What follows belongs to an exercise in optimizing a design on an open flow for small area, a short achievable clock period and few clock cycles; a production flow would make more cautious choices.
RTL that was checked went through simulation tests only; none was proved equivalent to the original.
No activity file was given, so power comes from the tool's default toggle rates.

Setup of the baseline:
Design ipc_core, start of the top module:
module ipc_core #(
    parameter LEFT_TH              = 2,
    parameter RIGHT_TH             = 1,
    parameter HAZARD_TH            = 1,
    parameter CNT_W                = 16,
    parameter BCNT_W               = 8,
    parameter DIR_W                = 8,
    parameter PERSIST_VERSION      = 16'h0001,
    parameter ADDR_W               = 16,
    parameter STORE_OFFSET         = 0,
    parameter MIN_SAVE_INTERVAL_MS = 32'd10000
) (
    input  wire          clk,
    input  wire          rst,
    input  wire          cmd_valid,
    output wire          cmd_ready,
    input  wire [15:0]   cmd,
    output wire          rsp_valid,
    output wire [3:0]    rsp_status,
    input  wire          flag_1,
    input  wire          flag_2,
    input  wire          flag_buz,
    input  wire [31:0]   now_ms,
    input  wire [31:0]   wall_s,
    output reg  [1:0]    owner,
    output reg           left_led,
    output reg           right_led,
    output reg           buz_out,
    output wire [15:0]   buz_duty,
    output wire [7:0]    pat_byte,
    output reg           pat_valid,
    output reg           nv_req,
    output reg           nv_we,
    output wire [ADDR_W-1:0] nv_addr,
    output wire [7:0]    nv_len,
    output wire [159:0]  nv_wdata,
    input  wire          nv_done,
    input  wire          nv_ok,
    input  wire [159:0]  nv_rdata,
    output wire [15:0]   rec_version,
    output reg  [15:0]   rec_crc,
    output reg  [31:0]   power_on_count,
    output reg  [31:0]   runtime_minutes,
    output reg  [31:0]   service_count,
    output reg  [31:0]   last_service_ts
);
Size in the first run: about 630 I/O pins.
export LEC_CHECK = 0
export CAP_MARGIN = 20
export CORE_MARGIN = 2
export CORE_UTILIZATION = 50
export PLACE_DENSITY = 0.7
export SETUP_SLACK_MARGIN = 1.8
export SLEW_MARGIN = 20
create_clock -name core_clock -period 5.0 [get_ports {clk}]
standard.sh (not shown) runs the stock make flow with config.mk's settings and CLKGATE_MAP_FILE= SYNTH_SCRIPT=/design/flow/synth_recipe.tcl, a recipe that flattens the netlist after the stock synthesis.
==> flow/flow/run.sh <==
#!/bin/bash
# The standard layout, with every input and output port buffered by a
# sky130_fd_sc_hd__buf_1 instead of the default port buffer cell.
set -euo pipefail
bash standard.sh BUFFER_PORTS_ARGS="-buffer_cell sky130_fd_sc_hd__buf_1" finish > standard_flow.log 2>&1
Testbench counts of the baseline, summed over its fixed seeds: cycles 25,579.
Input-level comparison between the candidate and the baseline:
--- a/flow/design.v
+++ b/flow/design.v
@@ -43,13 +43,12 @@
     output reg  [31:0]   runtime_minutes,
     output reg  [31:0]   service_count,
     output reg  [31:0]   last_service_ts
 );
     localparam BPC   = 2;                
     localparam NSTEP = 16 / BPC;
-    localparam IW    = 3;                
     localparam [1:0] IDLE = 2'd0, LEFT = 2'd1, RIGHT = 2'd2, HAZARD = 2'd3;
     localparam [3:0] ST_OK = 4'h0, ST_CORRUPT = 4'h1, ST_IO_ERROR = 4'h2,
                      ST_NOT_DUE = 4'h3, ST_ILLEGAL = 4'hF;
     localparam [3:0] OP_ARB_TICK = 4'h1, OP_BUZ_DIR = 4'h2, OP_PAT_DIR = 4'h3,
                      OP_PS_LOAD = 4'h8, OP_PS_SAVE_NOW = 4'h9,
                      OP_PS_SAVE_IF_DUE = 4'hA, OP_PS_POWER_ON = 4'hB,
@@ -76,13 +75,13 @@
     reg        pat_prev;
     reg        dirty;
     reg [31:0] last_save_ms;
     reg [31:0] now_q;                    
     reg        ver_ok;                   
     reg [15:0] crc_acc;
-    reg [IW-1:0] crc_idx;
+    reg [NSTEP-1:0] crc_idx;             
     reg        crc_run;                  
     reg        crc_val;                  
     wire w_done = !rdy && (bstate == B_NVW) && nv_done;
     assign cmd_ready  = rdy | w_done;
     assign rsp_valid  = rsp_v | w_done;
     assign rsp_status = w_done ? (nv_ok ? ST_OK : ST_IO_ERROR) : rsp_st;
@@ -105,13 +104,19 @@
         endcase
     end
     assign pat_byte = ((pat_last_dir == 8'd1 || pat_last_dir == 8'd3) ? pat_lo : 8'h00) |
                       ((pat_last_dir == 8'd2 || pat_last_dir == 8'd3) ? pat_hi : 8'h00);
     wire [127:0] crc_bytes = {last_service_ts, service_count, runtime_minutes,
                               power_on_count};
-    wire [8*BPC-1:0] crc_word = crc_bytes[crc_idx*8*BPC +: 8*BPC];
+    reg [8*BPC-1:0] crc_word;
+    integer m;
+    always @(*) begin
+        crc_word = {8*BPC{1'b0}};
+        for (m = 0; m < NSTEP; m = m + 1)
+            crc_word = crc_word | (crc_bytes[m*8*BPC +: 8*BPC] & {8*BPC{crc_idx[m]}});
+    end
     function [15:0] crc16_byte;
         input [15:0] c_in;
         input [7:0]  b;
         integer k;
         reg [15:0] c;
         begin
@@ -126,13 +131,13 @@
     integer i;
     always @(*) begin
         crc_next = crc_acc;
         for (j = 0; j < BPC; j = j + 1)
             crc_next = crc16_byte(crc_next, crc_word[8*j +: 8]);
     end
-    wire crc_last = crc_run && (crc_idx == NSTEP - 1);
+    wire crc_last = crc_run && crc_idx[NSTEP-1];
     wire       acc     = cmd_valid & cmd_ready;
     wire [3:0] opcode  = cmd[15:12];
     wire [7:0] operand = cmd[7:0];
     wire       hi0     = (cmd[11:8] == 4'h0);
     wire       op0     = (operand == 8'd0);
     wire do_arb  = acc & hi0 & (opcode == OP_ARB_TICK) & (cmd[7:3] == 5'd0);
@@ -263,13 +268,13 @@
     always @(posedge clk) begin
         begin
             rsp_v     <= 1'b0;
             pat_valid <= 1'b0;
             if (crc_run) begin
                 crc_acc <= crc_next;
-                crc_idx <= crc_idx + 1'b1;
+                crc_idx <= {crc_idx[NSTEP-2:0], 1'b0};
                 if (crc_last) begin
                     crc_run <= 1'b0;
                     crc_val <= 1'b1;
                 end
             end
             if (!rdy) begin
@@ -300,13 +305,13 @@
                             power_on_count  <= nv_rdata[63:32];
                             runtime_minutes <= nv_rdata[95:64];
                             service_count   <= nv_rdata[127:96];
                             last_service_ts <= nv_rdata[159:128];
                             ver_ok          <= (nv_rdata[15:0] == PERSIST_VERSION);
                             crc_acc         <= 16'hFFFF;
-                            crc_idx         <= {IW{1'b0}};
+                            crc_idx         <= {{NSTEP-1{1'b0}}, 1'b1};
                             crc_run         <= 1'b1;
                             crc_val         <= 1'b0;
                             bstate          <= B_LCHK;
                         end else begin
                             rec_crc         <= 16'h0000;
                             power_on_count  <= 32'd0;
@@ -413,13 +418,13 @@
             if (do_pon) begin
                 power_on_count <= power_on_count + 32'd1;
                 dirty          <= 1'b1;
             end
             if (do_min | do_svc | do_pon) begin
                 crc_acc <= 16'hFFFF;
-                crc_idx <= {IW{1'b0}};
+                crc_idx <= {{NSTEP-1{1'b0}}, 1'b1};
                 crc_run <= 1'b1;
                 crc_val <= 1'b0;
             end
             if (do_sdue & !due) rsp_st <= ST_NOT_DUE;
             if (do_snow | do_sdue | do_pon) now_q <= now_ms;
             if (do_save & (crc_val | crc_last)) begin
Results
Between the baseline and the candidate, the difference in post-layout utilization of the core is negligible.
Length of routed met3 wiring up 18% in the candidate wrt the baseline
[compare] base=the baseline new=the candidate: number of nets in the layout has increased, count of state elements after synthesis increased about 1.7%, post-detailed-routing wire length has increased, via count now larger.
The baseline has lower first-iteration detailed-routing DRC count than the candidate.
The candidate reports a higher non-filler instance count after layout than the baseline does.
Testbench counts of the candidate, summed over its fixed seeds: cycles 25,579.

Another version of the RTL of ipc_core (not shown whole).
For scale: roughly 2400 cells after synthesis, ~300 flip-flops, about 630 I/O pins, ~20000 um^2 of cells after synthesis.
==> flow/config.mk <==
export PLATFORM = sky130hd
export DESIGN_NAME = ipc_core
export DESIGN_NICKNAME = ipc_core
export VERILOG_FILES = /design/flow/design.v
export SDC_FILE = /design/flow/constraint.sdc
export NUM_CORES = 4
export LEC_CHECK = 0
export ABC_CLOCK_PERIOD_IN_PS = 3500
export CAP_MARGIN = 20
export CORE_MARGIN = 2
export CORE_UTILIZATION = 50
export PLACE_DENSITY = 0.7
export SETUP_SLACK_MARGIN = 1.0
export SLEW_MARGIN = 20
==> flow/constraint.sdc <==
create_clock -name core_clock -period 5.0 [get_ports {clk}]
set_input_delay 1.0000 -clock core_clock [delete_from_list [all_inputs] [get_ports {clk}]]
set_output_delay 1.0000 -clock core_clock [all_outputs]
set_load 0.01 [all_outputs]
Scripts as last shown in full above: flow/flow/run.sh
Rerun with:
--- a/flow/design.v
+++ b/flow/design.v
@@ -142,45 +142,15 @@
     wire do_sdue = acc & hi0 & op0 & (opcode == OP_PS_SAVE_IF_DUE);
     wire do_pon  = acc & hi0 & op0 & (opcode == OP_PS_POWER_ON);
     wire do_min  = acc & hi0 & op0 & (opcode == OP_PS_MINUTE);
     wire do_svc  = acc & hi0 & op0 & (opcode == OP_PS_SERVICE);
     wire legal   = do_arb | do_buz | do_pat | do_load | do_snow | do_sdue |
                    do_pon | do_min | do_svc;
-    wire due      = dirty && !(w_done && nv_ok) && interval_over(now_ms, last_save_ms);
+    wire due      = dirty && !(w_done && nv_ok) &&
+                    ((now_ms - last_save_ms) >= MIN_SAVE_INTERVAL_MS);
     wire do_save  = do_snow | (do_sdue & due);       
-    function carry32;
-        input [31:0] a;
-        input [31:0] b;
-        input        cin;
-        reg [31:0] g, p;
-        integer w, k;
-        begin
-            g = a & b;
-            p = a | b;
-            for (w = 1; w < 32; w = w * 2)
-                for (k = 0; k + w < 32; k = k + 2 * w) begin
-                    g[k] = g[k + w] | (p[k + w] & g[k]);
-                    p[k] = p[k + w] & p[k];
-                end
-            carry32 = g[0] | (p[0] & cin);
-        end
-    endfunction
-    function interval_over;
-        input [31:0] now;
-        input [31:0] last;
-        reg [31:0] c, s, k;
-        reg        b, c2;
-        begin
-            c  = 32'd0 - MIN_SAVE_INTERVAL_MS;
-            s  = now ^ ~last ^ c;
-            k  = (now & ~last) | (now & c) | (~last & c);
-            b  = carry32(now, ~last, 1'b1);
-            c2 = carry32(s, {k[30:0], 1'b1}, 1'b0);
-            interval_over = b ? (c2 & k[31]) : (c2 | k[31]);
-        end
-    endfunction
     reg [1:0] a_owner;
     reg       a_sup_l, a_sup_r, a_sup_h;
     reg       a_left_led, a_right_led, a_left_cnt;
     reg       b_l, b_r, b_h;
     reg       rise_l, rise_r, rise_h, fall_l, fall_r, fall_h;
     reg       trig_l, trig_r, trig_h;
Result: Power is about the same; die area drops by a few percent; count of clock-buffer cells in the layout drops by 1; combinational power climbs by a quarter to a third; non-clock buffer count climbs by 2.
Function was not checked in any run of this note: the RTL went through the layout flow alone.

## re-timing with driven ports
The flow's constraints put no driver on any port. The routed layouts listed below were extracted and timed again, unchanged, in two steps.
Step 1 (the two cells are an assumption about what drives the block):
set clk [get_ports {clk}]
set_driving_cell -lib_cell sky130_fd_sc_hd__clkbuf_16 $clk
set_driving_cell -lib_cell sky130_fd_sc_hd__buf_2 [delete_from_list [all_inputs] $clk]
Step 2 adds t to the input delays and takes it off the output delays; t is the mean of the earliest and latest rising clock arrival at the registers after step 1. Input paths then give back, and output paths get back, about the clock's delay inside the block.
Three values: ideal ports, drivers, drivers and shift; two values: the first two.
run	shift t [ns]	slack for setup (ns)	worst register clock-pin slew, ns	pins driven straight from the clock port
the baseline	0.607	1.814 / 1.785 / 1.233	0.06 / 0.06	1
the candidate	0.605	1.816 / 1.773 / 1.242	0.06 / 0.06	1
the first run of note 2	0.607	1.263 / 1.274 / 0.693	0.06 / 0.06	1
the second run of note 2	0.603	1.148 / 1.177 / 0.574	0.07 / 0.07	1
After both steps every run listed still meets setup and hold. The setup slack of the baseline, which loses most, moves by -0.029 ns with the drivers and by -0.581 ns with both steps.
